Context: an optimization exercise on an open-source flow, tuned for small area, a short achievable clock period and few clock cycles. The choices shown serve that exercise and are no tape-out recipe.
Function was checked by simulation only, so behaviour that the tests miss may differ from the original.
Power is estimated from default activity; no workload was simulated.

== job 101 ==
==> flow/design.v (excerpt) <==
module cic_core (
    input  wire        clk,
    input  wire        rst,
    input  wire        start,
    input  wire        region_pal,
    input  wire        abort_req,
    input  wire [7:0]  seed,
    input  wire [47:0] checksum,    
    input  wire        pif_clk,
    input  wire        pif_din,
    output wire        drive_low,
    output wire        ready,
    output wire        busy,
    output wire        lockup,
    output reg  [1:0]  outcome
);
For scale: about 1200 cells after synthesis, ~69 I/O pins.
export LEC_CHECK = 0
export ABC_CLOCK_PERIOD_IN_PS = 2500
export CAP_MARGIN = 20
export CORE_MARGIN = 2
export CORE_UTILIZATION = 50
export CTS_CLUSTER_DIAMETER = 70
export CTS_CLUSTER_SIZE = 24
export PLACE_DENSITY = 0.7
export SETUP_SLACK_MARGIN = 4.4
export SLEW_MARGIN = 20
create_clock -name core_clock -period 7.0 [get_ports {clk}]
standard.sh (not shown) runs the stock make flow with config.mk's settings and CLKGATE_MAP_FILE= SYNTH_SCRIPT=/design/flow/synth_recipe.tcl, a recipe that flattens the netlist after the stock synthesis.
==> flow/flow/run.sh <==
#!/bin/bash
# The standard layout, with the port buffers made of buf_2 cells (which
# the resizer may size up) instead of the default delay-buffer cell.
set -euo pipefail
export BUFFER_PORTS_ARGS="-buffer_cell sky130_fd_sc_hd__buf_2"
bash standard.sh > standard_flow.log 2>&1
Testbench counts of job 101, summed over its fixed seeds: cycles 47,175.
> inputs changed (job 101 -> job 102)
- changing PLACE_DENSITY from 0.7 to 0.6
- setting GPL_ROUTABILITY_DRIVEN to 0 for the first time
==> comparison <==
Comparing job 102 against job 101, there is no change at all in number of hold buffers added after CTS.
Job 101 has a lower post-DP HPWL than job 102.
Clock period minus worst slack in job 102 vs job 101: up 0.056 ns
Relative to job 101, routing usage on met3 decreased by 0.84 points in job 102.

* * *

## job 618
Another version of the RTL of cic_core (not shown whole).
For scale: roughly 1200 cells after synthesis, roughly 230 flip-flops, roughly 13000 um2 of cells after synthesis.
clock: 7.0 ns
lec_check: 0
abc_clock_period_in_ps: 2500
cap_margin: 20
core_margin: 2
core_utilization: 50
cts_cluster_diameter: 70
cts_cluster_size: 24
place_density: 0.6
setup_slack_margin: 4.5
slew_margin: 20
==> flow/flow/run.sh <==
#!/bin/bash
# The standard layout, with the port buffers made of buf_1 cells (which
# the resizer may size up) instead of the default delay-buffer cell.
set -euo pipefail
export BUFFER_PORTS_ARGS="-buffer_cell sky130_fd_sc_hd__buf_1"
bash standard.sh > standard_flow.log 2>&1
Job 618 finished every step from synthesis to the final layout, and the layout passed the timing, design-rule and antenna checks.
Testbench counts of job 618, summed over its fixed seeds: cycles 47,364.
The inputs of job 866 differ from those of job 618 as listed below.
==> flow/flow/run.sh <==
#!/bin/bash
# The standard layout, with the port buffers made of buf_2 cells (which
# the resizer may size up) instead of the default delay-buffer cell.
set -euo pipefail
export BUFFER_PORTS_ARGS="-buffer_cell sky130_fd_sc_hd__buf_2"
bash standard.sh > standard_flow.log 2>&1
-- flow/config.mk --
<<< job 618, line 11
export CORE_UTILIZATION = 50
export CTS_CLUSTER_DIAMETER = 70
export CTS_CLUSTER_SIZE = 24
export PLACE_DENSITY = 0.6
export SETUP_SLACK_MARGIN = 4.5
export SLEW_MARGIN = 20
>>> job 866, line 11
export CORE_UTILIZATION = 50
export PLACE_DENSITY = 0.6
export SETUP_SLACK_MARGIN = 4.7
export SLEW_MARGIN = 20
Job 866 closes out successfully: all stages finished, all timing, DRC and antenna checks passed. Total power: lower on job 618. In job 866 relative to job 618, final design instance area without fill had gone up by a few percent. Lower leakage power total was reported by job 618, not job 866. Taking job 618 as the reference, in job 866 first-iteration DRC count now sits lower; cell count after placement now sits at about the same level; count of non-CTS buffers in the layout now sits higher; post-synthesis to final-layout area growth now sits higher. Job 866 vs job 618 on number of non-filler instances in the completed layout: job 866 is the higher one. Job 866 vs. job 618: routed wire length increased about 5%, sequential fraction of the synthesis area ~0 delta. The dominant kind of cell by area comes out multi-input combinational cells in one run and sequential cells in the other, namely in job 866 and job 618 respectively.
Modified inputs, job 6043 compared to job 866
-- flow/config.mk --
<<< job 866, line 11
export CORE_UTILIZATION = 50
export PLACE_DENSITY = 0.6
export SETUP_SLACK_MARGIN = 4.7
export SLEW_MARGIN = 20
>>> job 6043, line 11
export CORE_UTILIZATION = 50
export CTS_CLUSTER_DIAMETER = 60
export CTS_CLUSTER_SIZE = 20
export PLACE_DENSITY = 0.6
export SETUP_SLACK_MARGIN = 4.5
export SLEW_MARGIN = 20
Findings:
Sort job 6043 and job 866 by period utilization, descending, and job 866 comes first. Job 6043 — sequential share of layout area 2.1 points higher, job 866 as reference. [diff] global-route wire length before repair, job 6043 relative to job 866: improvement. Biggest area consumer among cell classes = sequential cells: job 6043; biggest area consumer among cell classes = multi-input combinational cells: job 866. The type of the worst setup path comes out flop to flop in one run and flop to output port in the other, namely in job 866 and job 6043 respectively.

* * *

RTL: one of the versions met above, not the one the previous note started from.
For scale: roughly 69 I/O pins, roughly 0.013 mm2 of cells after synthesis.
export LEC_CHECK = 0
export ABC_CLOCK_PERIOD_IN_PS = 2500
export CAP_MARGIN = 20
export CORE_MARGIN = 2
export CORE_UTILIZATION = 50
export CTS_CLUSTER_DIAMETER = 80
export CTS_CLUSTER_SIZE = 30
export PLACE_DENSITY = 0.6
export SETUP_SLACK_MARGIN = 4.4
export SLEW_MARGIN = 20
create_clock -name core_clock -period 7.0 [get_ports {clk}]
==> flow/flow/run.sh <==
#!/bin/bash
# The standard layout, with the port buffers made of buf_2 cells (which
# the resizer may size up) instead of the default delay-buffer cell.
set -euo pipefail
export BUFFER_PORTS_ARGS="-buffer_cell sky130_fd_sc_hd__buf_2"
bash standard.sh > standard_flow.log 2>&1
Testbench counts at the start, summed over its fixed seeds: cycles 47,175.
Then changed:
- CORE_UTILIZATION: 50 -> 45
- CTS_CLUSTER_DIAMETER: 80 -> 70
- CTS_CLUSTER_SIZE: 30 -> 24
- PLACE_DENSITY: 0.6 -> 0.55
The changed run finished clean; maximum frequency falls by 4.3%; count of clock-buffer cells in the layout climbs by 4; power climbs by 6.9%; first-iteration DRC count goes down by 3.6%; worst setup slack is worse by 110 ps; critical path depth drops by 4; worst hold slack improves by 3.7 ps.
Then changed:
- CORE_UTILIZATION: 45 -> 50
- PLACE_DENSITY: 0.55 -> 0.6
- SETUP_SLACK_MARGIN: 4.4 -> 4.35
Effect: Synthesized area does not change. Hold slack is better by 3.3 ps. Clock power drops by about a fifth. Routed wire length drops by a few percent. Power drops by a little under a tenth. Clock-buffer cell count climbs by 1. Final cell count drops by a few percent. Worst setup slack is better by 26 ps. Synthesized cell count does not change. Cell area drops by a few percent. Sequential share of layout area climbs by 1.2 points.

-- separate check: timing with driven ports --
The flow's constraints put no driver on any port. The routed layouts listed below were extracted and timed again, unchanged, in two steps. Step 1 sets driving cells, clkbuf_16 on the clock port and buf_2 on the other inputs (assumed; they add their load-dependent delay and slew). Step 2 adds t to the input delays and takes it off the output delays; t is the mean of the earliest and latest rising clock arrival at the registers after step 1. Input paths then give back, and output paths get back, about the clock's delay inside the block. Slacks: no drivers / after step 1 / after step 2; pairs: no drivers / after step 1.
run	shift t [ns]	setup WS [ns]	hold slack, ns	latest minus earliest clock arrival (ns)
job 101	0.527	4.432 / 4.432 / 4.058	0.418 / 0.418 / 0.418	0.020 / 0.020
job 102	0.533	4.376 / 4.376 / 4.012	0.424 / 0.424 / 0.424	0.018 / 0.018
job 618	0.549	4.536 / 4.520 / 4.073	0.409 / 0.409 / 0.409	0.029 / 0.029
job 866	0.569	4.528 / 4.528 / 4.156	0.417 / 0.417 / 0.417	0.020 / 0.020
job 6043	0.562	4.556 / 4.511 / 4.113	0.417 / 0.417 / 0.417	0.018 / 0.017
the first run of note 3	0.528	4.487 / 4.462 / 4.052	0.418 / 0.418 / 0.418	0.037 / 0.037
the second run of note 3	0.544	4.375 / 4.375 / 4.016	0.421 / 0.421 / 0.421	0.023 / 0.023
the third run of note 3	0.534	4.401 / 4.401 / 3.926	0.425 / 0.425 / 0.425	0.019 / 0.020
After both steps setup and hold are still met in every run listed. For the third run of note 3, which loses most, drivers alone change the setup slack by 0.000 ns; drivers and shift together by -0.475 ns.
